This is an optimization exercise on Yosys and OpenROAD, whose aim is small area, not a production implementation.
Function was checked by simulation only, so behaviour that the tests miss may differ from the original.
No activity file was given, so power comes from the tool's default toggle rates.

<file path="flow/design.v">
module rgbvm_core (
    input  wire        clk,
    input  wire        rst,
    input  wire        start,
    input  wire [31:0] entry_ip,
    input  wire [16:0] entry_sp,
    input  wire [16:0] stack_top,
    input  wire [16:0] stack_low,
    input  wire        budget_en,
    input  wire [31:0] budget,
    output wire        busy,
    output reg         done,
    output reg  [2:0]  status,
    output wire [31:0] res_ip,
    output wire [16:0] res_sp,
    output wire [31:0] res_count,
    output reg         mem_en,
    output reg         mem_we,
    output wire [15:0] mem_addr,
    output wire [7:0]  mem_wdata,
    input  wire [7:0]  mem_rdata,
    output wire        call_req,
    output wire [7:0]  call_id,
    output wire [16:0] call_sp,
    input  wire        call_ack,
    input  wire        call_ok,
    output wire        out_req,
    output wire [7:0]  out_data,
    input  wire        out_ack,
    input  wire        out_ok
);
    localparam [2:0] ST_HALTED    = 3'd0;
    localparam [2:0] ST_INVALIDOP = 3'd1;
    localparam [2:0] ST_OVERFLOW  = 3'd2;
    localparam [2:0] ST_UNDERFLOW = 3'd3;
    localparam [2:0] ST_DIVZERO   = 3'd4;
    localparam [2:0] ST_INVCALL   = 3'd5;
    localparam [2:0] ST_OOB       = 3'd6;
    localparam [2:0] ST_YIELDED   = 3'd7;
    localparam [7:0] OP_NOOP  = 8'h00, OP_PUSH  = 8'h01, OP_POP   = 8'h02,
                     OP_PC8   = 8'h03, OP_PC16  = 8'h04, OP_PC32  = 8'h05,
                     OP_DUP   = 8'h06, OP_SWAP  = 8'h07, OP_POP8  = 8'h08,
                     OP_PUSH8 = 8'h09, OP_CONS  = 8'h0A, OP_OUT   = 8'h0E,
                     OP_HALT  = 8'h0F, OP_ADD   = 8'h10, OP_SUB   = 8'h11,
                     OP_MUL   = 8'h12, OP_DIV   = 8'h13, OP_MOD   = 8'h14,
                     OP_INV   = 8'h15, OP_ABS   = 8'h16, OP_ADD8  = 8'h17,
                     OP_JRNZ  = 8'h20, OP_JRZ   = 8'h21, OP_JR    = 8'h22,
                     OP_CALL  = 8'h23, OP_EQ    = 8'h30, OP_NEQ   = 8'h31,
                     OP_LT    = 8'h32, OP_BT    = 8'h33, OP_LTE   = 8'h34,
                     OP_BTE   = 8'h35, OP_SIN   = 8'h40, OP_COS   = 8'h41;
    localparam [4:0] S_IDLE  = 5'd0,
                     S_FETCH = 5'd1,    
                     S_DEC   = 5'd2,    
                     S_OPND  = 5'd3,    
                     S_SEXT  = 5'd4,    
                     S_CHK   = 5'd5,    
                     S_LD    = 5'd6,    
                     S_RMW   = 5'd7,    
                     S_COPY  = 5'd8,    
                     S_WR    = 5'd9,    
                     S_CMP   = 5'd10,   
                     S_CLR   = 5'd11,   
                     S_SGN   = 5'd12,   
                     S_MPASS = 5'd13,   
                     S_DTRY  = 5'd14,   
                     S_DRST  = 5'd15,   
                     S_SHL   = 5'd16,   
                     S_HOST  = 5'd17,   
                     S_IPA   = 5'd18,   
                     S_IPB   = 5'd19,   
                     S_CNT   = 5'd20,   
                     S_SGN0  = 5'd21;   
    reg [4:0]  state;
    reg [31:0] ip;
    reg [16:0] sp;
    reg [31:0] count;
    reg [6:0]  op;        
    reg [31:0] R;
    reg [2:0]  i;         
    reg        ph;        
    reg [4:0]  k;         
    reg        c;         
    reg        z;         
    reg        pm;        
    reg        fa;        
    reg        fb;        
    reg        mb;        
    assign res_ip    = ip;
    assign res_sp    = sp;
    assign res_count = count;
    assign busy      = (state != S_IDLE);
    function op_valid(input [7:0] o);
        case (o)
            OP_NOOP, OP_PUSH, OP_POP, OP_PC8, OP_PC16, OP_PC32, OP_DUP, OP_SWAP,
            OP_POP8, OP_PUSH8, OP_CONS, OP_OUT, OP_HALT,
            OP_ADD, OP_SUB, OP_MUL, OP_DIV, OP_MOD, OP_INV, OP_ABS, OP_ADD8,
            OP_JRNZ, OP_JRZ, OP_JR, OP_CALL,
            OP_EQ, OP_NEQ, OP_LT, OP_BT, OP_LTE, OP_BTE, OP_SIN, OP_COS:
                op_valid = 1'b1;
            default: op_valid = 1'b0;
        endcase
    endfunction
    function [2:0] op_len(input [7:0] o);
        case (o)
            OP_PUSH, OP_POP, OP_POP8, OP_PUSH8, OP_PC16: op_len = 3'd3;
            OP_PC8, OP_ADD8, OP_JRNZ, OP_JRZ, OP_JR, OP_CALL: op_len = 3'd2;
            OP_PC32: op_len = 3'd5;
            default: op_len = 3'd1;
        endcase
    endfunction
    wire [7:0] opc = {1'b0, op};
    wire is_bin = (opc == OP_SWAP) || (opc == OP_ADD) || (opc == OP_SUB) ||
                  (opc == OP_MUL) || (opc == OP_DIV) || (opc == OP_MOD) ||
                  (opc == OP_EQ) || (opc == OP_NEQ) || (opc == OP_LT) ||
                  (opc == OP_BT) || (opc == OP_LTE) || (opc == OP_BTE);
    wire need1  = (opc == OP_POP) || (opc == OP_POP8) || (opc == OP_CONS) ||
                  (opc == OP_DUP) || (opc == OP_INV) || (opc == OP_ABS) ||
                  (opc == OP_ADD8) || (opc == OP_JRNZ) || (opc == OP_JRZ) ||
                  (opc == OP_SIN) || (opc == OP_COS) || (opc == OP_OUT) || is_bin;
    wire room   = (opc == OP_PUSH) || (opc == OP_PUSH8) || (opc == OP_PC8) ||
                  (opc == OP_PC16) || (opc == OP_PC32) || (opc == OP_DUP);
    wire pops   = (opc == OP_POP) || (opc == OP_POP8) || (opc == OP_CONS) ||
                  (opc == OP_OUT) || (opc == OP_JRNZ) || (opc == OP_JRZ) ||
                  (is_bin && opc != OP_SWAP);
    wire is_div = (opc == OP_DIV) || (opc == OP_MOD);
    wire [2:0]  len = op_len(opc);
    wire [15:0] ea  = R[31:16];
    wire [17:0] sp_pm   = {1'b0, sp} + (room ? 18'h3FFFC : 18'd4);
    wire        sp_top0 = (sp[16:2] == stack_top[16:2]);
    wire        sp_top1 = (sp_pm[16:2] == stack_top[16:2]);
    wire        chk_over  = (need1 && sp_top0) || (is_bin && sp_top1);
    wire        chk_under = room && (sp_pm[17] || (sp_pm[16:0] < stack_low));
    wire        chk_doob  = ((opc == OP_PUSH) || (opc == OP_POP)) && (&ea[15:2]) && (ea[1:0] != 2'b00);
    wire [2:0]  ea_d = ea[2:0] - sp[2:0];
    wire        bwd  = (opc == OP_POP) ? (ea_d == 3'd1 || ea_d == 3'd2 || ea_d == 3'd3)
                                       : (ea_d == 3'd5 || ea_d == 3'd6 || ea_d == 3'd7);
    localparam [2:0] A_0 = 3'd0, A_R = 3'd1, A_SH = 3'd2, A_S8 = 3'd3, A_LEN = 3'd4, A_M = 3'd5;
    localparam [2:0] B_0 = 3'd0, B_M = 3'd1, B_SIN = 3'd2, B_IP = 3'd3, B_CNT = 3'd4;
    reg  [2:0] asel, bsl;
    reg        ia, ib;
    reg  [7:0] a_v, b_v;
    wire       i0 = (i[1:0] == 2'd0);
    wire [7:0] sin_idx = {mem_rdata[7:6] + {1'b0, op[0]}, mem_rdata[5:0]};
    wire [7:0] sin_val;
    rgbvm_sin_rom u_sin (.idx(sin_idx), .val(sin_val));
    always @(*) begin
        case (asel)
            A_R:     a_v = R[7:0];
            A_SH:    a_v = {R[6:0], pm};
            A_S8:    a_v = i0 ? R[31:24] : {8{R[31]}};
            A_LEN:   a_v = i0 ? {5'd0, len} : 8'd0;
            A_M:     a_v = mem_rdata;
            default: a_v = 8'd0;
        endcase
        case (bsl)
            B_M:     b_v = mem_rdata;
            B_SIN:   b_v = i0 ? sin_val : 8'd0;
            B_IP:    b_v = ip[7:0];
            B_CNT:   b_v = count[7:0];
            default: b_v = 8'd0;
        endcase
    end
    wire [8:0] alu   = {1'b0, a_v ^ {8{ia}}} + {1'b0, b_v ^ {8{ib}}} + {8'd0, c};
    wire [7:0] alu_o = alu[7:0];
    wire       alu_c = alu[8];
    wire lt_n = (mem_rdata[7] != R[7]) ? mem_rdata[7] : alu_o[7];
    wire z_n  = z && (alu_o == 8'd0);
    reg  cmp_res;
    always @(*) begin
        case (opc)
            OP_EQ:   cmp_res = z_n;
            OP_NEQ:  cmp_res = !z_n;
            OP_LT:   cmp_res = lt_n;
            OP_BT:   cmp_res = !lt_n && !z_n;
            OP_LTE:  cmp_res = lt_n || z_n;
            default: cmp_res = !lt_n;
        endcase
    end
    wire taken = (opc == OP_JR) || (opc == OP_JRNZ && !z) || (opc == OP_JRZ && z);
    wire [7:0] bud = budget[8*i[1:0] +: 8];
    wire [1:0] ip_up = {ip[31], ip[16]} + {1'b0, alu_c} - {1'b0, (state == S_IPB) && R[31]};
    wire last = (i[1:0] == 2'd3);
    assign call_req = (state == S_HOST) && (opc == OP_CALL);
    assign out_req  = (state == S_HOST) && (opc == OP_OUT);
    assign call_id  = R[31:24];
    assign out_data = R[31:24];
    assign call_sp  = sp;
    assign mem_wdata = alu_o;
    reg        b_ip, b_ea, nos;
    reg [1:0]  oj;
    wire [2:0] off  = (state == S_OPND) ? i : {nos, oj};
    wire [15:0] base = b_ip ? ip[15:0] : (b_ea ? ea : sp[15:0]);
    assign mem_addr = base + {13'd0, off};
    always @(*) begin
        mem_en = 1'b0;
        mem_we = 1'b0;
        b_ip   = 1'b0;
        b_ea   = 1'b0;
        nos    = is_bin;
        oj     = i[1:0];
        asel   = A_0;
        bsl    = B_M;
        ia     = 1'b0;
        ib     = 1'b0;
        case (state)
            S_FETCH: begin
                mem_en = !(budget_en && z) && (ip[31:16] == 16'd0);
                b_ip   = 1'b1;
                oj     = 2'd0;
                nos    = 1'b0;
            end
            S_OPND: begin
                mem_en = !ph;
                b_ip   = 1'b1;
            end
            S_SEXT: begin
                bsl = B_0;
                ia  = fa;
            end
            S_LD: begin
                mem_en = !ph;
                nos    = 1'b0;
            end
            S_RMW: begin
                mem_en = 1'b1;
                mem_we = ph;
                case (opc)
                    OP_ADD:  asel = A_R;
                    OP_SUB:  begin asel = A_R; ia = 1'b1; end
                    OP_ADD8: asel = A_S8;
                    OP_SIN, OP_COS: bsl = B_SIN;
                    OP_INV:  ib = 1'b1;
                    OP_ABS:  ib = fa;
                    default: ib = (k == 5'd0) ? fa : (fa ^ fb);    
                endcase
            end
            S_COPY: begin
                mem_en = 1'b1;
                mem_we = ph;
                oj     = i[1:0] ^ {2{bwd}};
                nos    = 1'b0;
                case (opc)
                    OP_PUSH:  b_ea = !ph;
                    OP_POP:   b_ea = ph;
                    OP_POP8:  b_ea = ph;
                    OP_PUSH8: begin
                        b_ea = !ph;
                        if (!i0) bsl = B_0;
                    end
                    default: nos = !ph;    
                endcase
                if (opc != OP_PUSH && opc != OP_POP) oj = i[1:0];
            end
            S_WR: begin
                mem_en = 1'b1;
                mem_we = 1'b1;
                bsl    = B_0;
                if (opc == OP_MOD) ia = fa;
                if (!(opc == OP_EQ || opc == OP_NEQ || opc == OP_LT ||
                      opc == OP_BT || opc == OP_LTE || opc == OP_BTE))
                    asel = A_R;
            end
            S_CMP: begin
                mem_en = !ph;
                asel   = A_R;
                ia     = 1'b1;
            end
            S_SGN, S_SGN0: begin
                mem_en = !ph;
                oj     = 2'd3;
            end
            S_MPASS: begin
                mem_en = !ph;
                nos    = 1'b0;
                asel   = A_SH;
                if (!mb) bsl = B_0;
            end
            S_DTRY: begin
                mem_en = !ph;
                nos    = 1'b0;
                asel   = A_SH;
                ib     = !fb;
            end
            S_DRST: begin
                mem_en = !ph;
                nos    = 1'b0;
                asel   = A_R;
                ib     = fb;
            end
            S_SHL: begin
                mem_en = 1'b1;
                mem_we = ph;
                asel   = A_M;
            end
            S_CLR: bsl = B_0;
            S_IPA: begin
                asel = A_LEN;
                bsl  = B_IP;
            end
            S_IPB: begin
                asel = A_S8;
                bsl  = B_IP;
            end
            S_CNT: bsl = B_CNT;
            default: ;
        endcase
    end
    task automatic finish(input [2:0] code);
        begin
            status <= code;
            done   <= 1'b1;
            state  <= S_IDLE;
        end
    endtask
    task automatic pass(input [4:0] st, input cinit);
        begin
            state <= st;
            i     <= 3'd0;
            ph    <= 1'b0;
            c     <= cinit;
        end
    endtask
    task automatic shift_r;
        R <= {alu_o, R[31:8]};
    endtask
    always @(posedge clk) begin
        if (rst) begin
            state <= S_IDLE;
            done  <= 1'b0;
        end else begin
            done <= 1'b0;
            case (state)
                S_IDLE: begin
                    if (start) begin
                        ip    <= entry_ip;
                        sp    <= entry_sp;
                        count <= 32'hFFFFFFFF;    
                        op    <= OP_NOOP[6:0];
                        z     <= 1'b1;
                        pass(S_CNT, 1'b1);
                    end
                end
                S_FETCH: begin
                    if (budget_en && z)
                        finish(ST_YIELDED);
                    else if (ip[31:16] != 16'd0)
                        finish(ST_OOB);
                    else
                        state <= S_DEC;
                end
                S_DEC: begin
                    op <= mem_rdata[6:0];
                    i  <= 3'd1;
                    c  <= 1'b0;
                    ph <= 1'b0;
                    if (!op_valid(mem_rdata))
                        finish(ST_INVALIDOP);
                    else if ((&ip[15:2]) && (op_len(mem_rdata) == 3'd5 ||
                             (op_len(mem_rdata) == 3'd3 && ip[1]) ||
                             (op_len(mem_rdata) == 3'd2 && ip[1] && ip[0])))
                        finish(ST_OOB);
                    else if (op_len(mem_rdata) == 3'd1)
                        state <= S_CHK;
                    else
                        state <= S_OPND;
                end
                S_OPND: begin
                    ph <= !ph;
                    if (ph) begin
                        shift_r;
                        fa <= mem_rdata[7];
                        i  <= i + 3'd1;
                        if (i + 3'd1 == len)
                            state <= (opc == OP_PC8 || opc == OP_PC16) ? S_SEXT : S_CHK;
                    end
                end
                S_SEXT: begin
                    shift_r;
                    i <= i + 3'd1;
                    if (i == 3'd4)
                        state <= S_CHK;
                end
                S_CHK: begin
                    if (chk_over)
                        finish(ST_OVERFLOW);
                    else if (chk_under)
                        finish(ST_UNDERFLOW);
                    else if (chk_doob)
                        finish(ST_OOB);
                    else begin
                        if (room)
                            sp <= sp_pm[16:0];
                        z <= 1'b1;
                        case (opc)
                            OP_NOOP, OP_HALT, OP_CONS, OP_JR: pass(S_IPA, 1'b0);
                            OP_CALL: state <= S_HOST;
                            OP_PUSH, OP_POP, OP_POP8, OP_PUSH8, OP_DUP: pass(S_COPY, 1'b0);
                            OP_PC8, OP_PC16, OP_PC32: pass(S_WR, 1'b0);
                            OP_INV: pass(S_RMW, 1'b1);
                            OP_ABS: pass(S_SGN0, 1'b0);
                            OP_ADD8, OP_SIN, OP_COS: pass(S_RMW, 1'b0);
                            OP_MUL: pass(S_CLR, 1'b0);
                            default: pass(S_LD, 1'b0);   
                        endcase
                    end
                end
                S_LD: begin
                    ph <= !ph;
                    if (ph) begin
                        if (opc != OP_JRNZ && opc != OP_JRZ)
                            shift_r;
                        if (mem_rdata != 8'd0) z <= 1'b0;
                        fb <= mem_rdata[7];
                        i  <= i + 3'd1;
                        if (last || opc == OP_OUT) begin
                            case (opc)
                                OP_OUT: state <= S_HOST;
                                OP_JRNZ, OP_JRZ: pass(S_IPA, 1'b0);
                                OP_SWAP: pass(S_COPY, 1'b0);
                                OP_ADD: pass(S_RMW, 1'b0);
                                OP_SUB: pass(S_RMW, 1'b1);
                                OP_DIV, OP_MOD: begin
                                    if (z && mem_rdata == 8'd0)
                                        finish(ST_DIVZERO);
                                    else
                                        pass(S_SGN0, 1'b0);
                                end
                                default: begin
                                    pass(S_CMP, 1'b1);
                                    z <= 1'b1;
                                end
                            endcase
                        end
                    end
                end
                S_SGN0: begin
                    ph <= !ph;
                    if (ph) begin
                        fa <= mem_rdata[7];
                        pass(S_RMW, mem_rdata[7]);
                    end
                end
                S_SGN: begin
                    ph <= !ph;
                    if (ph) begin
                        mb <= mem_rdata[7];
                        pm <= (opc == OP_MUL) ? 1'b0 : mem_rdata[7];
                        if (opc == OP_MUL)
                            pass(S_MPASS, 1'b0);
                        else
                            pass(S_DTRY, !fb);
                    end
                end
                S_RMW: begin
                    ph <= !ph;
                    if (ph) begin
                        c <= alu_c;
                        if (opc == OP_ADD || opc == OP_SUB)
                            shift_r;
                        i <= i + 3'd1;
                        if (last) begin
                            if (is_div && k == 5'd0)    
                                pass(S_CLR, 1'b0);
                            else
                                pass(S_IPA, 1'b0);
                        end
                    end
                end
                S_COPY: begin
                    ph <= !ph;
                    if (ph) begin
                        i <= i + 3'd1;
                        if (last || opc == OP_POP8) begin
                            if (opc == OP_SWAP)
                                pass(S_WR, 1'b0);
                            else
                                pass(S_IPA, 1'b0);
                        end
                    end
                end
                S_WR: begin
                    c <= alu_c;
                    shift_r;
                    i <= i + 3'd1;
                    if (last)
                        pass(S_IPA, 1'b0);
                end
                S_CMP: begin
                    ph <= !ph;
                    if (ph) begin
                        c <= alu_c;
                        shift_r;
                        z <= z_n;
                        i <= i + 3'd1;
                        if (last)
                            pass(S_WR, cmp_res);
                    end
                end
                S_CLR: begin
                    shift_r;
                    i <= i + 3'd1;
                    k <= 5'd31;
                    if (last)
                        pass(S_SGN, 1'b0);
                end
                S_MPASS, S_DTRY, S_DRST: begin
                    ph <= !ph;
                    if (ph) begin
                        c  <= alu_c;
                        pm <= R[7];
                        shift_r;
                        i  <= i + 3'd1;
                        if (last) begin
                            if (state == S_MPASS)
                                pass(S_SHL, 1'b0);
                            else if (state == S_DTRY && !alu_c)
                                pass(S_DRST, fb);
                            else
                                pass(S_SHL, state == S_DTRY);
                        end
                    end
                end
                S_SHL: begin
                    ph <= !ph;
                    if (ph) begin
                        c <= alu_c;
                        i <= i + 3'd1;
                        if (last) begin
                            k <= k - 5'd1;
                            if (k == 5'd0) begin
                                if (opc == OP_DIV)
                                    pass(S_RMW, fa ^ fb);
                                else
                                    pass(S_WR, (opc == OP_MOD) && fa);
                            end else
                                pass(S_SGN, 1'b0);
                        end
                    end
                end
                S_HOST: begin
                    if ((call_req && call_ack) || (out_req && out_ack)) begin
                        if ((call_req && call_ok) || (out_req && out_ok))
                            pass(S_IPA, 1'b0);
                        else
                            finish(ST_INVCALL);
                    end
                end
                S_IPA, S_IPB: begin
                    if (state == S_IPA && i == 3'd0 && pops)
                        sp <= sp_pm[16:0];
                    ip[15:0] <= {alu_o, ip[15:8]};
                    c <= alu_c;
                    i <= i + 3'd1;
                    if (i[0]) begin
                        ip[16]    <= ip_up[0];
                        ip[31:17] <= {15{ip_up[1]}};
                        if (state == S_IPA && taken)
                            pass(S_IPB, 1'b0);
                        else begin
                            pass(S_CNT, 1'b1);
                            z <= 1'b1;
                        end
                    end
                end
                S_CNT: begin
                    count <= {alu_o, count[31:8]};
                    c <= alu_c;
                    i <= i + 3'd1;
                    if (alu_o != bud) z <= 1'b0;
                    if (last) begin
                        k <= 5'd0;
                        if (opc == OP_HALT)
                            finish(ST_HALTED);
                        else
                            state <= S_FETCH;
                    end
                end
                default: state <= S_IDLE;
            endcase
        end
    end
endmodule
module rgbvm_sin_rom (input wire [7:0] idx, output wire [7:0] val);
    wire [6:0] j = idx[6] ? (7'd64 - {1'b0, idx[5:0]}) : {1'b0, idx[5:0]};
    reg  [6:0] d;
    always @(*) begin
        case (j)
            7'd0: d = 7'd0;
            7'd1: d = 7'd3;
            7'd2: d = 7'd6;
            7'd3: d = 7'd9;
            7'd4: d = 7'd12;
            7'd5: d = 7'd15;
            7'd6: d = 7'd18;
            7'd7: d = 7'd21;
            7'd8: d = 7'd24;
            7'd9: d = 7'd27;
            7'd10: d = 7'd30;
            7'd11: d = 7'd34;
            7'd12: d = 7'd37;
            7'd13: d = 7'd39;
            7'd14: d = 7'd42;
            7'd15: d = 7'd45;
            7'd16: d = 7'd48;
            7'd17: d = 7'd51;
            7'd18: d = 7'd54;
            7'd19: d = 7'd57;
            7'd20: d = 7'd60;
            7'd21: d = 7'd62;
            7'd22: d = 7'd65;
            7'd23: d = 7'd68;
            7'd24: d = 7'd70;
            7'd25: d = 7'd73;
            7'd26: d = 7'd75;
            7'd27: d = 7'd78;
            7'd28: d = 7'd80;
            7'd29: d = 7'd83;
            7'd30: d = 7'd85;
            7'd31: d = 7'd87;
            7'd32: d = 7'd90;
            7'd33: d = 7'd92;
            7'd34: d = 7'd94;
            7'd35: d = 7'd96;
            7'd36: d = 7'd98;
            7'd37: d = 7'd100;
            7'd38: d = 7'd102;
            7'd39: d = 7'd104;
            7'd40: d = 7'd106;
            7'd41: d = 7'd107;
            7'd42: d = 7'd109;
            7'd43: d = 7'd110;
            7'd44: d = 7'd112;
            7'd45: d = 7'd113;
            7'd46: d = 7'd115;
            7'd47: d = 7'd116;
            7'd48: d = 7'd117;
            7'd49: d = 7'd118;
            7'd50: d = 7'd120;
            7'd51: d = 7'd121;
            7'd52: d = 7'd122;
            7'd53: d = 7'd122;
            7'd54: d = 7'd123;
            7'd55: d = 7'd124;
            7'd56: d = 7'd125;
            7'd57: d = 7'd125;
            7'd58: d = 7'd126;
            7'd59: d = 7'd126;
            7'd60: d = 7'd126;
            7'd61: d = 7'd127;
            7'd62: d = 7'd127;
            7'd63: d = 7'd127;
            7'd64: d = 7'd127;
            default: d = 7'd0;
        endcase
    end
    assign val = (idx == 8'd128) ? 8'd128 : {~idx[7], d ^ {7{idx[7]}}};
endmodule
</file>
<file path="flow/run.sh">
#!/bin/bash
# synth_recipe.tcl (not shown) runs the flow's synth.tcl, then flattens the netlist and writes it again
# the make line also repeats each setting of config.mk as NAME=value (left out here)
make -C /OpenROAD-flow-scripts/flow DESIGN_CONFIG=/design/flow/config.mk WORK_HOME=/design/flow/orfs CLKGATE_MAP_FILE= SYNTH_SCRIPT=/design/flow/synth_recipe.tcl finish
</file>
<file path="flow/config.mk">
export PLATFORM = sky130hd
export DESIGN_NAME = rgbvm_core
export DESIGN_NICKNAME = rgbvm_core
export VERILOG_FILES = /design/flow/design.v
export SDC_FILE = /design/flow/constraint.sdc
export NUM_CORES = 4
export LEC_CHECK = 0
export ABC_AREA = 1
export CAP_MARGIN = 20
export CORE_MARGIN = 2
export CORE_UTILIZATION = 40
export SLEW_MARGIN = 20
</file>
<file path="flow/constraint.sdc">
create_clock -name core_clock -period 9.5 [get_ports {clk}]
set_input_delay 1.9000 -clock core_clock [delete_from_list [all_inputs] [get_ports {clk}]]
set_output_delay 1.9000 -clock core_clock [all_outputs]
set_load 0.01 [all_outputs]
</file>
==> results.py, run 1 <==
metrics = {
    "outcome": {
        "status": "timing/DRC/antenna clean",
    },
    "clock_network": {
        "path_clk_slew_ps": 70,
        "cts_hold_buf": 0,
        "post-cts-setup-buffers": 0,
        "tritoncts": "yes",
        "clkSinkCount": 144,
        "clk_path_buf_depth": 2,
        "htree_levels": 4,
        "cts_root_buf": "clkbuf_16",
        "cts_buffers": 17,
        "cts-resized-gates": 0,
        "clk_latency_ps": 450,
    },
    "power_and_ir_drop": {
        "ir_drop_mv": 0.146,
        "p_total_uw": 4270,
        "leakagePower_uw": 0.00737,
        "power.density_nw_per_um2": 255,
    },
    "floorplanning": {
        "dieArea_sq_um": 34100,
        "fp.dieW_um": 185,
        "core-area_sq_um": 32300,
        "die_h_um": 185,
        "start_util_pct": 40.4,
        "ios": 278,
        "row_count": 66,
    },
    "worst_setup_path": {
        "cp.arrival_ps": 6940,
        "required_ps": 7600,
        "start_kind": "input pin",
        "worstPathMaxFanout": 14,
        "worstSetupPathType": "in2out",
        "r2r_start": "op[0]",
        "crit_start": "mem_rdata[1]",
        "end_kind": "output pin",
    },
    "cells_and_area": {
        "diodes": 0,
        "drive_gt1_share_pct": 6.84,
        "final_cell_mix": "nand2_1 (470), clkdlybuf4s50_1 (275), inv_1 (239), nor2_1 (198), edfxtp_1 (138)",
        "nNetsFinal": 2286,
        "fin_cells": 2548,
        "syn_to_final_growth_pct": 28.4,
        "mostFrequentLayoutCell": "nand2_1",
    },
    "logic_synthesis": {
        "synthTopCellsByArea": "edfxtp_1 (32%), nand2_1 (14%), inv_1 (6.9%)",
        "netlist_area_sq_um": 13000,
        "ys_ff_latch": 144,
        "yosys_warnings": 2,
        "synth_top_area_share_pct": 31.8,
        "synth_area_per_cell_sq_um": 7.04,
        "synth-main-ff-cell": "edfxtp_1",
        "synth_edf_count": 138,
        "yosysSeqAreaShare_pct": 32.7,
        "async_flop_share_pct": 0,
        "yosys.cell_types.count": 67,
        "syn-instance-count": 1852,
        "synth_nets": 2045,
        "synth_top_cell_by_area": "edfxtp_1",
    },
    "route": {
        "firstDrtPassIters": 5,
        "drc_errors": 0,
        "totalWireLength_um": 52500,
        "post_drt_wl_per_cell_um": 20.6,
        "viasPerCell": 5.48,
        "ant_nets": 0,
        "drt_iter0_markers": 1387,
        "via_count": 14000,
    },
    "grt": {
        "first_global_vias": 13100,
        "grt_pass1_wl_um": 78000,
        "antenna_found_initial": 1,
        "grt_overflow_total": 0,
        "grt_util_all_layers_pct": 30.7,
        "grt_max_degree": 57,
    },
    "flow_run": {
        "drv_cap": 0,
    },
    "timing": {
        "skew_ps": 20.5,
        "fmax_mhz": 113,
        "finalCriticalPeriod_ps": 8840,
        "hold_viol": 0,
        "fin_tns_setup_ps": 0,
        "maxSlewViolCount": 0,
        "tightest_slew_ps": 1110,
        "setup-violations-final": 0,
        "relSlewSlack_pct": 25.2,
        "period_share_pct": 93.0,
        "holdWs_ps": 423,
        "fin_ws_ps": 662,
        "rsz0062_at_grt": "false",
    },
    "place": {
        "io_buffers": 275,
        "place_hpwl_um": 42200,
        "gp_congestion": 0.984,
        "post-place-cells": 2515,
        "dpl_worst_slack_ps": 745,
    },
    "worst_hold_path": {
        "min-delay-start": "R[10]",
        "min_path_type": "reg2reg",
    },
}
## cell usage after synthesis (all sizes together) (2+ instances only)
master	n
nand2	476
inv	253
nor2	211
edfxtp	138
nand3	128
o21ai	116
a21oi	77
ha	57
buf	49
xor2	45
nor3	42
nand4	34
or2	29
clkbuf	27
nor4	23
a31oi	20
xnor2	18
o211ai	16
o2111ai	13
o22ai	11
nand3b	10
clkinv	7
dfxtp	6
a221oi	5
fa	5
a32o	4
o21bai	3
a2111oi	2
a21boi	2
a22oi	2
a32oi	2
and3	2
mux2	2
o221ai	2
o2bb2ai	2
o31ai	2
## metal layers
layer  up-vias  track usage [%]  wire length [um]  share of wire, %
li1       6663                -                 -                 -
met1      6586             41.3             22600                43
met2       619             50.3             24500                47
met3        84             4.52              3840               7.3
met4         2             10.2              1470               2.8
met5         -                0                16             0.030
## area by class of cell
cell class / count / area (sq um)
Clock buffer: 17 / 425
Clock inverter: 15 / 189
Fill cell: 3186 / 15500
Inverter: 260 / 978
Multi-Input combinational cell: 1372 / 7390
Sequential cell: 144 / 4260
Tap cell: 442 / 553
Timing Repair Buffer: 298 / 2950
## critical path: stages
cell	delay, ps
clkdlybuf4s50_1	520
inv_2	230
ha_1	240
inv_1	140
nor2_2	280
inv_1	100
nand3_1	70
nand2_1	80
inv_1	280
nand4_1	160
o21ai_2	420
nand2_1	100
nand2_1	70
nand3_1	120
nand2_1	80
nand2_1	50
nand2_1	100
fa_1	180
inv_1	60
fa_1	400
o21bai_1	160
nand2_1	70
nand2_1	100
nand2_1	80
a21boi_0	280
nor2_1	140
clkdlybuf4s50_1	540
## registers in the layout, indices dropped and copies added (netlist names)
register / cells
R: 32
count: 32
ip: 32
sp: 17
op: 7
k: 5
state: 5
i: 3
status: 3
c: 1
done: 1
fa: 1
fb: 1
mb: 1
ph: 1
pm: 1
z: 1
## cells by family (layout without fill, tap and decap cells)
| kind of cell | count (synthesis) | count (layout) | share of synthesized area [%] |
|---|---|---|---|
| flip-flops | 144 | 144 | 32.7 |
| AND/OR/NAND/NOR | 958 | 958 | 32.2 |
| AO/OA/AOI/OAI | 286 | 286 | 13.4 |
| XOR/XNOR | 64 | 64 | 4.46 |
| buffers and inverters | 336 | 590 | 10.9 |
| adder cells (fa/ha/maj) | 62 | 62 | 6.23 |
| multiplexers | 2 | 2 | 0.173 |
## worst paths after layout
kind	depth (start not counted)	endpoint	slack (ps)
max	27	mem_wdata[6]	660
min	0	R[2]	420
min reg2reg	0	R[2]	420
max reg2reg	28	sp[15]	2650
## through the flow
step                      cell area [sq um]  utilization (%)
final                                 16700             51.9
after global routing                  16700             51.9
after CTS                             16700             51.8
after detailed placement              16100             49.9
after global placement                16100             49.9
after floorplan                       13000                -
## report_power, final
group / switching (uW) / total (uW) / internal, uW
Clock: 352 / 710 / 358
Combinational: 1520 / 2490 / 979
Sequential: 182 / 1070 / 887
Total: 2050 / 4270 / 2220
==> run 2: changes to the inputs <==
==> flow/flow/run.sh (new file) <==
#!/bin/bash
set -euo pipefail
export BUFFER_PORTS_ARGS="-buffer_cell sky130_fd_sc_hd__buf_1"
bash standard.sh finish > standard_flow.log 2>&1
==> flow/standard.sh (new file) <==
#!/bin/bash
# synth_recipe.tcl (not shown) runs the flow's synth.tcl, then flattens the netlist and writes it again
# the make line also repeats each setting of config.mk as NAME=value (left out here)
make -C /OpenROAD-flow-scripts/flow DESIGN_CONFIG=/design/flow/config.mk WORK_HOME=/design/flow/orfs CLKGATE_MAP_FILE= SYNTH_SCRIPT=/design/flow/synth_recipe.tcl "${@:-finish}"
removed: flow/run.sh
==> run 2 against run 1 <==
- clock-buffer cell count unchanged
- largest power group unchanged
- sequential share of layout area up 3.0 points
- still clean on timing, DRC and antenna
- final area shrank 11%
- maximum frequency down 0.34%
- register-to-register slack gained 240 ps
- largest cell class unchanged
==> results.py, run 2 <==
metrics = {
    "route": {
        "drt_iter0_markers": 1437,
        "totalWireLength_um": 50900,
        "via_count": 13900,
        "ant_nets": 0,
        "post_drt_wl_per_cell_um": 20.0,
        "firstDrtPassIters": 6,
        "drc_errors": 0,
        "viasPerCell": 5.47,
    },
    "logic_synthesis": {
        "synthSimpleGateAreaFrac_pct": 32.2,
        "synth_area_per_cell_sq_um": 7.04,
        "ys_ff_latch": 144,
        "synthXorXnorAreaFrac_pct": 4.46,
        "synth_top_family_by_area": "simple AND/OR/NAND/NOR gates",
        "ys_top_cells_by_count": "nand2_1 (470), inv_1 (239), nor2_1 (198)",
        "netlist_area_sq_um": 13000,
        "yosysSeqAreaShare_pct": 32.7,
        "synth_edf_count": 138,
        "syn-instance-count": 1852,
        "yosys_warnings": 2,
        "yosys.cell_types.count": 67,
        "muxShareOfSynthArea_pct": 0.173,
        "synthTopCellsByArea": "edfxtp_1 (32%), nand2_1 (14%), inv_1 (6.9%)",
        "synth-adder-area-share_pct": 6.23,
        "synth_top_area_share_pct": 31.8,
        "synth-main-ff-cell": "edfxtp_1",
        "synth_nets": 2045,
        "synth_most_common_cell": "nand2_1",
        "synth_compound_area_share_pct": 13.3,
        "synth_top_cell_by_area": "edfxtp_1",
        "async_flop_share_pct": 0,
    },
    "clock_network": {
        "cts-resized-gates": 0,
        "clk_latency_ps": 450,
        "cts_root_buf": "clkbuf_16",
        "post-cts-setup-buffers": 0,
        "clk_path_buf_depth": 2,
        "cts_buffers": 17,
        "path_clk_slew_ps": 70,
        "htree_levels": 4,
        "cts_hold_buf": 0,
        "tritoncts": "yes",
        "clkSinkCount": 144,
    },
    "cells_and_area": {
        "fin_util_pct": 46.4,
        "fill_cells": 3360,
        "mostFrequentLayoutCell": "nand2_1",
        "diodes": 0,
        "multi_input_area_sq_um": 7400,
        "final_cell_mix": "nand2_1 (470), buf_1 (275), inv_1 (239), nor2_1 (198), edfxtp_1 (138)",
        "top_regs": "R: 32 flops, count: 32 flops, ip: 32 flops",
        "nNetsFinal": 2279,
        "drive_gt1_share_pct": 6.53,
        "syn_to_final_growth_pct": 14.8,
        "seqCellArea_sq_um": 4260,
    },
    "worst_hold_path": {
        "holdPathStages": 0,
        "min_path_type": "reg2reg",
    },
    "worst_setup_path": {
        "required_ps": 7600,
        "worstPathMaxFanout": 14,
        "end_kind": "output pin",
        "worstSetupPathType": "in2out",
        "reg2reg_depth": 28,
        "start_kind": "input pin",
        "r2r_slack_ps": 2890,
        "cp.arrival_ps": 6970,
    },
    "timing": {
        "maxSlewViolCount": 0,
        "finalCriticalPeriod_ps": 8870,
        "fin_tns_setup_ps": 0,
        "skew_ps": 13.3,
        "relSlewSlack_pct": 31.3,
        "fmax_mhz": 113,
        "tightest_slew_ps": 1030,
        "setup-violations-final": 0,
        "rsz0062_at_grt": "false",
        "period_share_pct": 93.3,
        "hold_viol": 0,
    },
    "power_and_ir_drop": {
        "p_seq_share_pct": 26.9,
        "comb_power_share_pct": 54.3,
        "power.density_nw_per_um2": 266,
        "power.share.clock_pct": 18.9,
        "switchingPower_uw": 2000,
        "ir_drop_mv": 0.139,
        "p_int_uw": 1990,
        "switching_share_pct": 50.1,
        "leakagePower_uw": 0.00659,
    },
    "grt": {
        "grt_pass1_wl_um": 75600,
        "first_global_vias": 12800,
        "grt_overflow_total": 0,
        "grt_util_all_layers_pct": 29.6,
        "grt_max_degree": 57,
        "antenna_found_initial": 1,
    },
    "flow_run": {
        "drv_cap": 0,
    },
    "floorplanning": {
        "dieArea_sq_um": 34100,
        "die_h_um": 185,
        "ios": 278,
        "fp.dieW_um": 185,
        "start_util_pct": 40.4,
        "core-area_sq_um": 32300,
        "row_count": 66,
    },
    "place": {
        "io_buffers": 275,
        "place_hpwl_um": 40500,
        "gp_congestion": 1.01,
    },
    "outcome": {
        "status": "timing/DRC/antenna clean",
    },
}
==> run 2: worst max-delay path, stage by stage <==
cell	delay (ps)
buf_1	310
clkinv_1	450
ha_1	380
inv_1	200
nor2_2	120
o21ai_1	130
nand2_1	250
inv_1	380
nand4_1	170
o21ai_2	430
nand2_1	110
nand2_1	70
nand3_1	80
nand2_1	100
xor2_1	270
ha_1	320
inv_1	100
o21bai_1	60
a31oi_1	210
xor2_1	480
inv_1	240
buf_1	200
==> run 2: logic make-up after synthesis <==
kind of cell	after synthesis
AO/OA/AOI/OAI	286
buffers and inverters	336
flip-flops	144
XOR/XNOR	64
AND/OR/NAND/NOR	958
multiplexers	2
adder cells (fa/ha/maj)	62
==> run 2: worst paths after layout <==
path | end | startpoint
worst max-delay path | mem_wdata[5] | mem_rdata[0]
worst min-delay path | R[3] | R[11]
worst max register to register | sp[15] | op[0]
worst min register to register | R[3] | R[11]
==> run 2: routing by layer <==
metal | track usage (%) | vias up | routed length [um]
met2 | 48.0 | 588 | 23600
met1 | 38.8 | 6542 | 21400
li1 | - | 6649 | -
met4 | 11.6 | 2 | 1750
met3 | 5.97 | 109 | 4200
met5 | 0 | - | 12
==> run 2: power groups by stage <==
stage,logic [uW],clock network (uW),registers [uW]
floorplan,1430,0,1020
global placement,2110,0,1080
detailed placement,2120,0,1080
CTS,2140,756,1070
global route,2390,781,1080
finish,2160,752,1070
==> run 2: layout make-up <==
| cell class | count | share of cell area (%) |
|---|---|---|
| Multi-Input combinational cell | 1372 | 49.4 |
| Sequential cell | 144 | 28.5 |
| Timing Repair Buffer | 291 | 7.69 |
| Inverter | 260 | 6.53 |
| Tap cell | 442 | 3.69 |
| Clock buffer | 17 | 2.84 |
| Clock inverter | 15 | 1.42 |
==> run 2: per-stage QoR <==
step	instances	worst slack, ps	power, uW	area, sq um	hold slack [ps]
finish	2541	632	3990	15000	422
global route	2541	47.4	4250	15000	426
CTS	2541	712	3970	15000	423
detailed placement	2509	765	3210	14300	405
global placement	2509	914	3190	14300	401
floorplan	1852	1470	2450	13000	400
==> run 3: changes to the inputs <==
--- a/flow/design.v
+++ b/flow/design.v
@@ -70,5 +70,8 @@
                      S_IPB   = 5'd19,   
                      S_CNT   = 5'd20,   
-                     S_SGN0  = 5'd21;   
+                     S_SGN0  = 5'd21,   
+                     S_CHK2  = 5'd22,   
+                     S_XCH   = 5'd23,   
+                     S_XBK   = 5'd24;   
     reg [4:0]  state;
     reg [31:0] ip;
@@ -126,10 +129,6 @@
     wire [2:0]  len = op_len(opc);
     wire [15:0] ea  = R[31:16];
-    wire [17:0] sp_pm   = {1'b0, sp} + (room ? 18'h3FFFC : 18'd4);
-    wire        sp_top0 = (sp[16:2] == stack_top[16:2]);
-    wire        sp_top1 = (sp_pm[16:2] == stack_top[16:2]);
-    wire        chk_over  = (need1 && sp_top0) || (is_bin && sp_top1);
-    wire        chk_under = room && (sp_pm[17] || (sp_pm[16:0] < stack_low));
     wire        chk_doob  = ((opc == OP_PUSH) || (opc == OP_POP)) && (&ea[15:2]) && (ea[1:0] != 2'b00);
+    wire        via_ea    = (opc == OP_PUSH) || (opc == OP_POP) || (opc == OP_PUSH8) || (opc == OP_POP8);
     wire [2:0]  ea_d = ea[2:0] - sp[2:0];
     wire        bwd  = (opc == OP_POP) ? (ea_d == 3'd1 || ea_d == 3'd2 || ea_d == 3'd3)
@@ -187,14 +186,17 @@
     assign call_sp  = sp;
     assign mem_wdata = alu_o;
-    reg        b_ip, b_ea, nos;
+    reg        b_ip, nos, spo;
     reg [1:0]  oj;
-    wire [2:0] off  = (state == S_OPND) ? i : {nos, oj};
-    wire [15:0] base = b_ip ? ip[15:0] : (b_ea ? ea : sp[15:0]);
-    assign mem_addr = base + {13'd0, off};
+    wire [3:0]  off  = spo ? {room, 3'b100} :
+                       (state == S_OPND) ? {1'b0, i} : {1'b0, nos, oj};
+    wire [17:0] adr  = (b_ip ? {2'b00, ip[15:0]} : {1'b0, sp}) + {{14{off[3]}}, off};
+    assign mem_addr = adr[15:0];
+    wire        sp_eq     = (adr[16:2] == stack_top[16:2]);
+    wire        chk_under = room && (adr[17] || (adr[16:0] < stack_low));
     always @(*) begin
         mem_en = 1'b0;
         mem_we = 1'b0;
         b_ip   = 1'b0;
-        b_ea   = 1'b0;
+        spo    = 1'b0;
         nos    = is_bin;
         oj     = i[1:0];
@@ -241,9 +243,9 @@
                 nos    = 1'b0;
                 case (opc)
-                    OP_PUSH:  b_ea = !ph;
-                    OP_POP:   b_ea = ph;
-                    OP_POP8:  b_ea = ph;
+                    OP_PUSH:  b_ip = !ph;
+                    OP_POP:   b_ip = ph;
+                    OP_POP8:  b_ip = ph;
                     OP_PUSH8: begin
-                        b_ea = !ph;
+                        b_ip = !ph;
                         if (!i0) bsl = B_0;
                     end
@@ -297,4 +299,5 @@
                 asel = A_LEN;
                 bsl  = B_IP;
+                spo  = 1'b1;
             end
             S_IPB: begin
@@ -303,4 +306,18 @@
             end
             S_CNT: bsl = B_CNT;
+            S_CHK: begin
+                oj  = 2'd0;
+                nos = 1'b0;
+            end
+            S_CHK2: spo = 1'b1;
+            S_XCH: begin
+                if (i[1]) asel = A_R;
+                else      bsl  = B_IP;
+                if (i[1]) bsl  = B_0;
+            end
+            S_XBK: begin
+                asel = A_R;
+                bsl  = B_0;
+            end
             default: ;
         endcase
@@ -382,5 +399,11 @@
                 end
                 S_CHK: begin
-                    if (chk_over)
+                    if (need1 && sp_eq)
+                        finish(ST_OVERFLOW);
+                    else
+                        state <= S_CHK2;
+                end
+                S_CHK2: begin
+                    if (is_bin && sp_eq)
                         finish(ST_OVERFLOW);
                     else if (chk_under)
@@ -390,10 +413,11 @@
                     else begin
                         if (room)
-                            sp <= sp_pm[16:0];
+                            sp <= adr[16:0];
                         z <= 1'b1;
                         case (opc)
                             OP_NOOP, OP_HALT, OP_CONS, OP_JR: pass(S_IPA, 1'b0);
                             OP_CALL: state <= S_HOST;
-                            OP_PUSH, OP_POP, OP_POP8, OP_PUSH8, OP_DUP: pass(S_COPY, 1'b0);
+                            OP_PUSH, OP_POP, OP_POP8, OP_PUSH8: pass(S_XCH, 1'b0);
+                            OP_DUP: pass(S_COPY, 1'b0);
                             OP_PC8, OP_PC16, OP_PC32: pass(S_WR, 1'b0);
                             OP_INV: pass(S_RMW, 1'b1);
@@ -474,4 +498,6 @@
                             if (opc == OP_SWAP)
                                 pass(S_WR, 1'b0);
+                            else if (via_ea)
+                                pass(S_XBK, 1'b0);
                             else
                                 pass(S_IPA, 1'b0);
@@ -538,4 +564,18 @@
                     end
                 end
+                S_XCH: begin
+                    shift_r;
+                    ip[15:0] <= {alu_o, ip[15:8]};
+                    i <= i + 3'd1;
+                    if (last)
+                        pass(S_COPY, 1'b0);
+                end
+                S_XBK: begin
+                    shift_r;
+                    ip[15:0] <= {alu_o, ip[15:8]};
+                    i <= i + 3'd1;
+                    if (i[0])
+                        pass(S_IPA, 1'b0);
+                end
                 S_HOST: begin
                     if ((call_req && call_ack) || (out_req && out_ack)) begin
@@ -548,5 +588,5 @@
                 S_IPA, S_IPB: begin
                     if (state == S_IPA && i == 3'd0 && pops)
-                        sp <= sp_pm[16:0];
+                        sp <= adr[16:0];
                     ip[15:0] <= {alu_o, ip[15:8]};
                     c <= alu_c;
--- a/flow/config.mk
+++ b/flow/config.mk
@@ -10,3 +10,6 @@
 export CORE_MARGIN = 2
 export CORE_UTILIZATION = 40
+export CTS_BUF_LIST = sky130_fd_sc_hd__clkbuf_2 sky130_fd_sc_hd__clkbuf_4 sky130_fd_sc_hd__clkbuf_8
+export CTS_CLUSTER_DIAMETER = 100
+export CTS_CLUSTER_SIZE = 40
 export SLEW_MARGIN = 20
==> run 3 against run 2 <==
- final cell count down 4.4%
- total power up 9.0%
- synthesized cell count down 4.1%
- flip-flop and latch count unchanged
- critical path type unchanged
- register-to-register slack worse by 70 ps
- setup slack better by 360 ps
- clock power down about 30%
- final area down 3.9%
- combinational power up 25%
- clock skew up 7.6 ps
- largest cell class unchanged
- sequential power up 4%
==> results.py, run 3 <==
metrics = {
    "outcome": {
        "status": "timing/DRC/antenna clean",
    },
    "timing": {
        "holdWs_ps": 431,
        "finalCriticalPeriod_ps": 8500,
        "hold_viol": 0,
        "fin_tns_setup_ps": 0,
        "setup-violations-final": 0,
        "fmax_mhz": 118,
        "maxSlewViolCount": 0,
        "tightest_slew_ps": 1050,
        "skew_ps": 20.8,
        "period_share_pct": 89.5,
        "fin_ws_ps": 995,
        "relSlewSlack_pct": 30.1,
        "rsz0062_at_grt": "false",
    },
    "logic_synthesis": {
        "yosysSeqAreaShare_pct": 33.6,
        "synth_edf_count": 138,
        "synth-main-ff-cell": "edfxtp_1",
        "netlist_area_sq_um": 12700,
        "synth_top_area_share_pct": 32.7,
        "synth_area_per_cell_sq_um": 7.15,
        "yosys.cell_types.count": 68,
        "syn-instance-count": 1776,
        "synth_top_cell_by_area": "edfxtp_1",
        "synth_most_common_cell": "nand2_1",
        "ys_top_cells_by_count": "nand2_1 (438), inv_1 (210), nor2_1 (200)",
        "ys_ff_latch": 144,
        "synth_nets": 1968,
        "async_flop_share_pct": 0,
        "yosys_warnings": 2,
        "synthTopCellsByArea": "edfxtp_1 (33%), nand2_1 (13%), inv_1 (6.2%)",
    },
    "place": {
        "gp_congestion": 1.04,
        "post-place-cells": 2396,
        "dpl_worst_slack_ps": 1100,
        "place_hpwl_um": 39400,
        "io_buffers": 275,
    },
    "grt": {
        "antenna_found_initial": 1,
        "grt_overflow_total": 0,
        "grt_pass1_wl_um": 73700,
        "grt_max_degree": 33,
        "first_global_vias": 12600,
        "grt_util_all_layers_pct": 29.2,
    },
    "cells_and_area": {
        "mostFrequentLayoutCell": "nand2_1",
        "seqCellArea_sq_um": 4260,
        "diodes": 0,
        "nNetsFinal": 2206,
        "top_regs": "R: 32 flops, count: 32 flops, ip: 32 flops",
        "fill_cells": 3303,
        "fin_cells": 2429,
        "drive_gt1_share_pct": 8.63,
        "multi_input_area_sq_um": 7120,
        "syn_to_final_growth_pct": 13.4,
        "final_cell_mix": "nand2_1 (437), buf_1 (275), inv_1 (210), nor2_1 (199), edfxtp_1 (138)",
    },
    "clock_network": {
        "clk_path_buf_depth": 2,
        "tritoncts": "yes",
        "htree_levels": 4,
        "cts_root_buf": "clkbuf_8",
        "cts_buffers": 17,
        "path_clk_slew_ps": 110,
        "clk_latency_ps": 490,
        "cts-resized-gates": 0,
        "cts_hold_buf": 0,
        "clkSinkCount": 144,
        "post-cts-setup-buffers": 0,
    },
    "route": {
        "post_drt_wl_per_cell_um": 20.2,
        "via_count": 13400,
        "drc_errors": 0,
        "ant_nets": 0,
        "viasPerCell": 5.52,
        "drt_iter0_markers": 1511,
        "firstDrtPassIters": 6,
        "totalWireLength_um": 49100,
    },
    "power_and_ir_drop": {
        "leakagePower_uw": 0.00627,
        "ir_drop_mv": 0.183,
        "power.density_nw_per_um2": 302,
    },
    "floorplanning": {
        "fp.dieW_um": 182,
        "core-area_sq_um": 31400,
        "die_h_um": 182,
        "ios": 278,
        "row_count": 65,
        "dieArea_sq_um": 33200,
        "start_util_pct": 40.4,
    },
    "worst_setup_path": {
        "end_kind": "output pin",
        "slowest_delay_ps": 410,
        "worst-path-buf-inv": 6,
        "start_kind": "input pin",
        "required_ps": 7600,
        "crit_family": "adder cells",
        "worstSetupPathType": "in2out",
        "crit_top_cell": "nand2_1",
        "cp.arrival_ps": 6600,
        "cpMaxStageDelayCell": "fa_1",
        "worstPathMaxFanout": 8,
    },
    "flow_run": {
        "drv_cap": 0,
    },
    "worst_hold_path": {
        "min_path_type": "reg2reg",
    },
}
## run 3: cell count changes in the layout (fill, tap and decap cells not counted), sizes merged, moves of 5 or more
cell     before  now
a31oi        20   15
xor2         45   34
and2          1    6
nor2        211  219
o2111ai      13    8
inv         262  257
mux2          2   15
o211ai       16    9
o21ai       116   97
nand2       476  444
nand3b       10    5
## run 3: final timing paths
path	slack, ps	start	depth (start not counted)	endpoint
worst max register to register	2820	state[0]	32	i[1]
worst min register to register	430	R[8]	0	R[0]
worst max-delay path	1000	mem_rdata[1]	25	mem_wdata[6]
worst min-delay path	430	R[8]	0	R[0]
## run 3: power breakdown
part	internal (uW)	leakage (uW)	switching, uW
sequential	936	0.00123	178
combinational	844	0.00483	1860
clock	205	0.000206	321
total	1990	0.00627	2360
## run 3: cell type report
| type | count | share of cell area, % |
|---|---|---|
| multi-input combinational | 1310 | 49.4 |
| clock inverter | 15 | 1.29 |
| tap | 402 | 3.49 |
| inverter | 250 | 6.54 |
| clock buffer | 17 | 1.63 |
| timing repair buffer | 291 | 8.00 |
| sequential | 144 | 29.6 |
## run 3: through the flow
step | utilization (%) | power [uW] | instance area, sq um
finish | 45.9 | 4350 | 14400
global route | 45.9 | 4640 | 14400
CTS | 45.8 | 4320 | 14400
detailed placement | 44.5 | 3790 | 14000
global placement | 44.4 | 3770 | 13900
floorplan | - | 2850 | 12700
## run 3: layer usage
metal  GRT usage [%]  vias up  routed length, um
met5               0        -                 13
met4            9.42        2               1460
met3            4.89       97               3930
met2            48.7      652              23200
met1            38.6     6266              20400
li1                -     6388                  -
## run 3: kinds of logic after synthesis
family | after synthesis | synth area share (%)
compound gates | 259 | 12.3
xor+xnor | 53 | 3.89
fa+ha+maj | 61 | 6.25
buf+inv | 322 | 10.7
flops | 144 | 33.6
mux | 15 | 1.33
simple gates | 922 | 31.9
## run 3: worst register-to-register path, delay by kind of cell, from the launching register on
family	cells	cell delay, ps
mux	1	300
buf+inv	5	840
flops	1	390
fa+ha+maj	3	900
compound gates	4	1140
simple gates	19	2800
==> run 4: changes to the inputs <==
--- a/flow/config.mk
+++ b/flow/config.mk
@@ -10,6 +10,3 @@
 export CORE_MARGIN = 2
 export CORE_UTILIZATION = 40
-export CTS_BUF_LIST = sky130_fd_sc_hd__clkbuf_2 sky130_fd_sc_hd__clkbuf_4 sky130_fd_sc_hd__clkbuf_8
-export CTS_CLUSTER_DIAMETER = 100
-export CTS_CLUSTER_SIZE = 40
 export SLEW_MARGIN = 20
==> run 4 against run 3 <==
- still clean on timing, DRC and antenna
- synthesized cell count is the same
- total power grew 4.0%
- hold slack lost 7.2 ps
- die area is the same
- clock skew shrank 7.0 ps
- maximum frequency shrank 0.44%
- clock-buffer cell count is the same
- synthesized area is the same
- first-iteration DRC count shrank 6.6%
- critical path type unchanged
- critical endpoint unchanged
- largest cell class unchanged
==> results.py, run 4 <==
metrics = {
    "outcome": {
        "status": "timing/DRC/antenna clean",
    },
    "logic_synthesis": {
        "synthTopCellsByArea": "edfxtp_1 (33%), nand2_1 (13%), inv_1 (6.2%)",
        "synth_top_area_share_pct": 32.7,
        "synth_most_common_cell": "nand2_1",
        "synth_edf_count": 138,
        "synth_nets": 1968,
        "syn-instance-count": 1776,
        "synth-main-ff-cell": "edfxtp_1",
        "synth_area_per_cell_sq_um": 7.15,
        "ys_top_cells_by_count": "nand2_1 (438), inv_1 (210), nor2_1 (200)",
        "yosys.cell_types.count": 68,
        "async_flop_share_pct": 0,
        "ys_ff_latch": 144,
        "yosysSeqAreaShare_pct": 33.6,
        "netlist_area_sq_um": 12700,
        "yosys_warnings": 2,
        "synth_top_cell_by_area": "edfxtp_1",
    },
    "worst_setup_path": {
        "crit_family": "adder cells",
        "cp.arrival_ps": 6640,
        "cpMaxStageDelayCell": "o21ai_0",
        "worstSetupPathType": "in2out",
        "crit_start": "mem_rdata[1]",
        "start_kind": "input pin",
        "worst-path-buf-inv": 6,
        "required_ps": 7600,
        "end_kind": "output pin",
        "crit_top_cell": "nand2_1",
        "worstPathMaxFanout": 8,
        "r2r_start": "state[0]",
        "slowest_delay_ps": 440,
    },
    "route": {
        "totalWireLength_um": 49100,
        "firstDrtPassIters": 8,
        "via_count": 13500,
        "drc_errors": 0,
        "ant_nets": 0,
        "viasPerCell": 5.57,
        "drt_iter0_markers": 1411,
        "post_drt_wl_per_cell_um": 20.2,
    },
    "power_and_ir_drop": {
        "power.share.clock_pct": 15.5,
        "power.density_nw_per_um2": 310,
        "leakagePower_uw": 0.00636,
        "switching_share_pct": 52.7,
        "ir_drop_mv": 0.177,
        "comb_power_share_pct": 59.8,
        "p_int_uw": 2140,
        "p_seq_share_pct": 24.7,
        "switchingPower_uw": 2380,
    },
    "grt": {
        "first_global_vias": 12600,
        "grt_use_met2_pct": 48.6,
        "grt_overflow_total": 0,
        "grt_max_degree": 33,
        "antenna_found_initial": 0,
        "grt_util_all_layers_pct": 29.2,
        "top_usage_layer": "met2",
        "grt_pass1_wl_um": 73900,
        "grt_use_met3_pct": 4.73,
        "use_met1_pct": 38.8,
    },
    "cells_and_area": {
        "fill_cells": 3274,
        "diodes": 0,
        "syn_to_final_growth_pct": 14.9,
        "fin_util_pct": 46.5,
        "mostFrequentLayoutCell": "nand2_1",
        "nNetsFinal": 2206,
        "drive_gt1_share_pct": 8.63,
        "final_cell_mix": "nand2_1 (437), buf_1 (275), inv_1 (210), nor2_1 (199), edfxtp_1 (138)",
        "top_regs": "R: 32 flops, count: 32 flops, ip: 32 flops",
    },
    "clock_network": {
        "cts_buffers": 17,
        "clkSinkCount": 144,
        "cts-resized-gates": 0,
        "clk_path_buf_depth": 2,
        "post-cts-setup-buffers": 0,
        "cts_root_buf": "clkbuf_16",
        "path_clk_slew_ps": 80,
        "clk_latency_ps": 440,
        "htree_levels": 4,
        "tritoncts": "yes",
        "cts_hold_buf": 0,
    },
    "floorplanning": {
        "start_util_pct": 40.4,
        "fp.dieW_um": 182,
        "die_h_um": 182,
        "core-area_sq_um": 31400,
        "ios": 278,
        "row_count": 65,
        "dieArea_sq_um": 33200,
    },
    "worst_hold_path": {
        "min_path_type": "reg2reg",
        "min-delay-start": "R[8]",
    },
    "timing": {
        "finalCriticalPeriod_ps": 8540,
        "fin_tns_setup_ps": 0,
        "relSlewSlack_pct": 29.3,
        "fmax_mhz": 117,
        "rsz0062_at_grt": "false",
        "period_share_pct": 89.9,
        "hold_viol": 0,
        "maxSlewViolCount": 0,
        "setup-violations-final": 0,
        "tightest_slew_ps": 1060,
        "skew_ps": 13.8,
    },
    "place": {
        "io_buffers": 275,
        "place_hpwl_um": 39400,
        "gp_congestion": 1.04,
    },
    "flow_run": {
        "drv_cap": 0,
    },
}
-- run 4: logic make-up (layout without fill, tap and decap cells) --
family / count (synthesis) / after routing / share of synthesized area, %
flip-flops: 144 / 144 / 33.6
buffers and inverters: 322 / 573 / 10.7
multiplexers: 15 / 15 / 1.33
adder cells (fa/ha/maj): 61 / 61 / 6.25
AND/OR/NAND/NOR: 922 / 922 / 31.9
AO/OA/AOI/OAI: 259 / 259 / 12.3
XOR/XNOR: 53 / 53 / 3.89
-- run 4: path summary, 6_finish.rpt --
path | to | slack, ps | depth (start not counted)
min reg2reg | R[0] | 420 | 0
max | mem_wdata[6] | 960 | 25
min | R[0] | 420 | 0
max reg2reg | i[1] | 2830 | 32
-- run 4: layer usage --
layer	wire (um)	vias to the layer above
met3	3890	84
met1	20400	6394
met5	0	-
li1	-	6392
met2	23300	653
met4	1460	0
-- run 4: cell type report --
class,count,area (sq um),area share (%)
flip-flops and latches,144,4260,29.2
clock inverters,15,185,1.27
clock buffers,17,425,2.92
inverters,250,941,6.45
well taps,402,503,3.45
repair buffers,291,1150,7.90
multi-input cells,1310,7120,48.8
-- run 4: through the flow --
| stage | setup WS, ps | instances | cell area, sq um | total power [uW] | hold WS [ps] |
|---|---|---|---|---|---|
| after floorplan | 2110 | 1776 | 12700 | 2850 | 400 |
| after global placement | 1050 | 2396 | 13900 | 3770 | 404 |
| after detailed placement | 1100 | 2396 | 14000 | 3790 | 405 |
| after CTS | 1050 | 2428 | 14600 | 4500 | 425 |
| after global routing | 557 | 2429 | 14600 | 4820 | 438 |
| final | 958 | 2429 | 14600 | 4520 | 424 |
-- run 4: power groups by stage --
stage	logic, uW	registers, uW	clock network (uW)
2_1_floorplan	1780	1080	0
3_3_place_gp	2650	1130	0
3_5_place_dp	2660	1130	0
4_1_cts	2680	1120	706
5_1_grt	2960	1130	728
6_report	2700	1120	699
==> run 5: changes to the inputs <==
--- a/flow/design.v
+++ b/flow/design.v
@@ -11,5 +11,5 @@
     output wire        busy,
     output reg         done,
-    output reg  [2:0]  status,
+    output wire [2:0]  status,
     output wire [31:0] res_ip,
     output wire [16:0] res_sp,
@@ -49,29 +49,29 @@
                      OP_LT    = 8'h32, OP_BT    = 8'h33, OP_LTE   = 8'h34,
                      OP_BTE   = 8'h35, OP_SIN   = 8'h40, OP_COS   = 8'h41;
-    localparam [4:0] S_IDLE  = 5'd0,
-                     S_FETCH = 5'd1,    
-                     S_DEC   = 5'd2,    
-                     S_OPND  = 5'd3,    
-                     S_SEXT  = 5'd4,    
-                     S_CHK   = 5'd5,    
-                     S_LD    = 5'd6,    
-                     S_RMW   = 5'd7,    
-                     S_COPY  = 5'd8,    
-                     S_WR    = 5'd9,    
-                     S_CMP   = 5'd10,   
-                     S_CLR   = 5'd11,   
-                     S_SGN   = 5'd12,   
-                     S_MPASS = 5'd13,   
-                     S_DTRY  = 5'd14,   
-                     S_DRST  = 5'd15,   
-                     S_SHL   = 5'd16,   
-                     S_HOST  = 5'd17,   
-                     S_IPA   = 5'd18,   
-                     S_IPB   = 5'd19,   
-                     S_CNT   = 5'd20,   
-                     S_SGN0  = 5'd21,   
-                     S_CHK2  = 5'd22,   
-                     S_XCH   = 5'd23,   
-                     S_XBK   = 5'd24;   
+    localparam [4:0] S_IDLE  = 5'd24;
+    localparam [4:0] S_FETCH = 5'd0,    
+                     S_DEC   = 5'd1,    
+                     S_OPND  = 5'd2,    
+                     S_SEXT  = 5'd3,    
+                     S_CHK   = 5'd4,    
+                     S_LD    = 5'd5,    
+                     S_RMW   = 5'd6,    
+                     S_COPY  = 5'd7,    
+                     S_WR    = 5'd8,    
+                     S_CMP   = 5'd9,   
+                     S_CLR   = 5'd10,   
+                     S_SGN   = 5'd11,   
+                     S_MPASS = 5'd12,   
+                     S_DTRY  = 5'd13,   
+                     S_DRST  = 5'd14,   
+                     S_SHL   = 5'd15,   
+                     S_HOST  = 5'd16,   
+                     S_IPA   = 5'd17,   
+                     S_IPB   = 5'd18,   
+                     S_CNT   = 5'd19,   
+                     S_SGN0  = 5'd20,   
+                     S_CHK2  = 5'd21,   
+                     S_XCH   = 5'd22,   
+                     S_XBK   = 5'd23;   
     reg [4:0]  state;
     reg [31:0] ip;
@@ -82,5 +82,5 @@
     reg [2:0]  i;         
     reg        ph;        
-    reg [4:0]  k;         
+    wire [4:0] k = ip[21:17];
     reg        c;         
     reg        z;         
@@ -92,5 +92,6 @@
     assign res_sp    = sp;
     assign res_count = count;
-    assign busy      = (state != S_IDLE);
+    assign busy      = !(state[4] && state[3]);
+    assign status    = state[2:0];
     function op_valid(input [7:0] o);
         case (o)
@@ -325,7 +326,6 @@
     task automatic finish(input [2:0] code);
         begin
-            status <= code;
             done   <= 1'b1;
-            state  <= S_IDLE;
+            state  <= {2'b11, code};
         end
     endtask
@@ -348,5 +348,5 @@
             done <= 1'b0;
             case (state)
-                S_IDLE: begin
+                S_IDLE, 5'd25, 5'd26, 5'd27, 5'd28, 5'd29, 5'd30, 5'd31: begin
                     if (start) begin
                         ip    <= entry_ip;
@@ -526,5 +526,5 @@
                     shift_r;
                     i <= i + 3'd1;
-                    k <= 5'd31;
+                    ip[21:17] <= 5'd31;
                     if (last)
                         pass(S_SGN, 1'b0);
@@ -553,5 +553,5 @@
                         i <= i + 3'd1;
                         if (last) begin
-                            k <= k - 5'd1;
+                            ip[21:17] <= k - 5'd1;
                             if (k == 5'd0) begin
                                 if (opc == OP_DIV)
@@ -609,5 +609,4 @@
                     if (alu_o != bud) z <= 1'b0;
                     if (last) begin
-                        k <= 5'd0;
                         if (opc == OP_HALT)
                             finish(ST_HALTED);
@@ -616,5 +615,4 @@
                     end
                 end
-                default: state <= S_IDLE;
             endcase
         end
==> flow/flow/run.sh (replaced) <==
#!/bin/bash
set -euo pipefail
export BUFFER_PORTS_ARGS="-buffer_cell sky130_fd_sc_hd__buf_1"
export CTS_ARGS="-sink_clustering_enable -repair_clock_nets -dont_use_dummy_load -buf_list sky130_fd_sc_hd__clkbuf_8"
bash standard.sh finish > standard_flow.log 2>&1
--- a/flow/config.mk
+++ b/flow/config.mk
@@ -7,6 +7,6 @@
 export LEC_CHECK = 0
 export ABC_AREA = 1
-export CAP_MARGIN = 20
+export CAP_MARGIN = 0
 export CORE_MARGIN = 2
 export CORE_UTILIZATION = 40
-export SLEW_MARGIN = 20
+export SLEW_MARGIN = 0
==> run 5 against run 4 <==
- global-route usage is 1.4 points higher
- register-to-register slack worse by 20 ps
- synthesized cell count is 4.3% higher
- non-clock buffer count is 2 lower
- critical path depth is 2 higher
- critical endpoint unchanged
- sequential power is 8% lower
- still clean on timing, DRC and antenna
- combinational power is 7% lower
- largest power group unchanged
- clock-buffer cell count stayed put
- first-iteration DRC count is 6.2% higher
- synthesized area is 0.52% lower
- critical path type unchanged
- via count is 1.9% higher
==> results.py, run 5 <==
metrics = {
    "logic_synthesis": {
        "synth-main-ff-cell": "edfxtp_1",
        "synthTopCellsByArea": "edfxtp_1 (31%), nand2_1 (14%), inv_1 (7.7%)",
        "synth_top_cell_by_area": "edfxtp_1",
        "yosys_warnings": 2,
        "yosysSeqAreaShare_pct": 31.9,
        "ys_ff_latch": 136,
        "synth_top_area_share_pct": 30.9,
        "synth_edf_count": 130,
        "synth_area_per_cell_sq_um": 6.82,
        "async_flop_share_pct": 0,
        "synth_most_common_cell": "nand2_1",
        "synth_nets": 2043,
        "netlist_area_sq_um": 12600,
        "yosys.cell_types.count": 59,
        "syn-instance-count": 1852,
        "ys_top_cells_by_count": "nand2_1 (472), inv_1 (260), nor2_1 (212)",
    },
    "place": {
        "gp_congestion": 0.983,
        "io_buffers": 275,
        "post-place-cells": 2472,
        "place_hpwl_um": 41600,
        "dpl_worst_slack_ps": 1360,
    },
    "timing": {
        "holdWs_ps": 388,
        "relSlewSlack_pct": 23.9,
        "period_share_pct": 86.3,
        "rsz0062_at_grt": "false",
        "setup-violations-final": 0,
        "fin_tns_setup_ps": 0,
        "fmax_mhz": 122,
        "maxSlewViolCount": 0,
        "skew_ps": 49.7,
        "fin_ws_ps": 1310,
        "tightest_slew_ps": 1140,
        "finalCriticalPeriod_ps": 8190,
        "hold_viol": 0,
    },
    "clock_network": {
        "cts_hold_buf": 0,
        "cts-resized-gates": 0,
        "htree_levels": 4,
        "tritoncts": "yes",
        "path_clk_slew_ps": 110,
        "clk_latency_ps": 500,
        "clk_path_buf_depth": 2,
        "cts_root_buf": "clkbuf_8",
        "post-cts-setup-buffers": 0,
        "cts_buffers": 17,
        "clkSinkCount": 136,
    },
    "floorplanning": {
        "dieArea_sq_um": 33000,
        "ios": 278,
        "row_count": 65,
        "fp.dieW_um": 182,
        "die_h_um": 182,
        "core-area_sq_um": 31300,
        "start_util_pct": 40.3,
    },
    "worst_setup_path": {
        "r2r_start": "state[1]",
        "worst-path-buf-inv": 7,
        "required_ps": 7600,
        "r2r_slack_ps": 2810,
        "worstSetupPathType": "in2out",
        "start_kind": "input pin",
        "crit_top_cell": "nand2_1",
        "reg2reg_depth": 28,
        "cp.arrival_ps": 6290,
        "slowest_delay_ps": 360,
        "worstPathMaxFanout": 14,
        "cpMaxStageDelayCell": "fa_1",
        "end_kind": "output pin",
        "rr_endpoint": "ip[19]",
        "crit_family": "simple AND/OR/NAND/NOR gates",
    },
    "grt": {
        "antenna_found_initial": 1,
        "first_global_vias": 12700,
        "grt_max_degree": 35,
        "grt_util_all_layers_pct": 30.6,
        "grt_pass1_wl_um": 75900,
        "grt_overflow_total": 0,
    },
    "worst_hold_path": {
        "holdPathStages": 0,
        "min_path_type": "reg2reg",
        "holdPathEnd": "R[2]",
        "min-delay-start": "R[10]",
    },
    "route": {
        "firstDrtPassIters": 6,
        "drt_iter0_markers": 1498,
        "via_count": 13800,
        "totalWireLength_um": 51300,
        "viasPerCell": 5.54,
        "ant_nets": 0,
        "drc_errors": 0,
        "post_drt_wl_per_cell_um": 20.6,
    },
    "cells_and_area": {
        "fill_cells": 3328,
        "final_cell_mix": "nand2_1 (472), buf_1 (275), inv_1 (260), nor2_1 (211), nand3_1 (141)",
        "syn_to_final_growth_pct": 11.6,
        "mostFrequentLayoutCell": "nand2_1",
        "drive_gt1_share_pct": 6.18,
        "nNetsFinal": 2280,
        "fin_cells": 2489,
        "top_regs": "R: 32 flops, count: 32 flops, ip: 32 flops",
        "diodes": 0,
    },
    "power_and_ir_drop": {
        "leakagePower_uw": 0.00642,
        "ir_drop_mv": 0.143,
        "p_total_uw": 3920,
        "power.density_nw_per_um2": 278,
    },
    "flow_run": {
        "drv_cap": 0,
    },
    "outcome": {
        "status": "timing/DRC/antenna clean",
    },
}
## run 5: kinds of logic after synthesis
logic type	after synthesis	share of synthesized area (%)
buf+inv	349	11.7
compound gates	280	13.2
simple gates	987	34.0
xor+xnor	35	2.58
flops	136	31.9
fa+ha+maj	60	6.18
mux	5	0.446
## run 5: worst max path at each step
stage	endpoint	cells past startpoint	from
2_1_floorplan	mem_wdata[6]	24	mem_rdata[6]
3_3_place_gp	mem_wdata[6]	27	mem_rdata[1]
3_5_place_dp	mem_wdata[6]	27	mem_rdata[1]
4_1_cts	mem_wdata[6]	27	mem_rdata[1]
5_1_grt	mem_wdata[6]	25	mem_rdata[1]
6_report	mem_wdata[6]	27	mem_rdata[1]
## run 5: cell type report
class                   count  area, sq um  area share (%)
clock buffers              17          234            1.66
well taps                 402          503            3.57
multi-input cells        1367         7140            50.7
flip-flops and latches    136         4020            28.6
repair buffers            289         1140            8.07
inverters                 278         1040            7.41
## run 5: stage by stage
| step | cell area, sq um | utilization (%) |
|---|---|---|
| after floorplan | 12600 | - |
| after global placement | 13900 | 44.2 |
| after detailed placement | 13900 | 44.2 |
| after CTS | 14100 | 45.0 |
| after global routing | 14100 | 45.0 |
| final | 14100 | 45.0 |
## run 5: routing by layer
metal,track usage (%),vias to the layer above,wire length (um)
li1,-,6587,-
met1,41.2,6483,21900
met2,50.6,629,24000
met3,5.46,79,4010
met4,8.72,2,1340
met5,0,-,13
## run 5: where the power goes
| group | internal [uW] | switching [uW] | total (uW) |
|---|---|---|---|
| combinational | 753 | 1770 | 2520 |
| clock | 157 | 214 | 372 |
| sequential | 878 | 152 | 1030 |
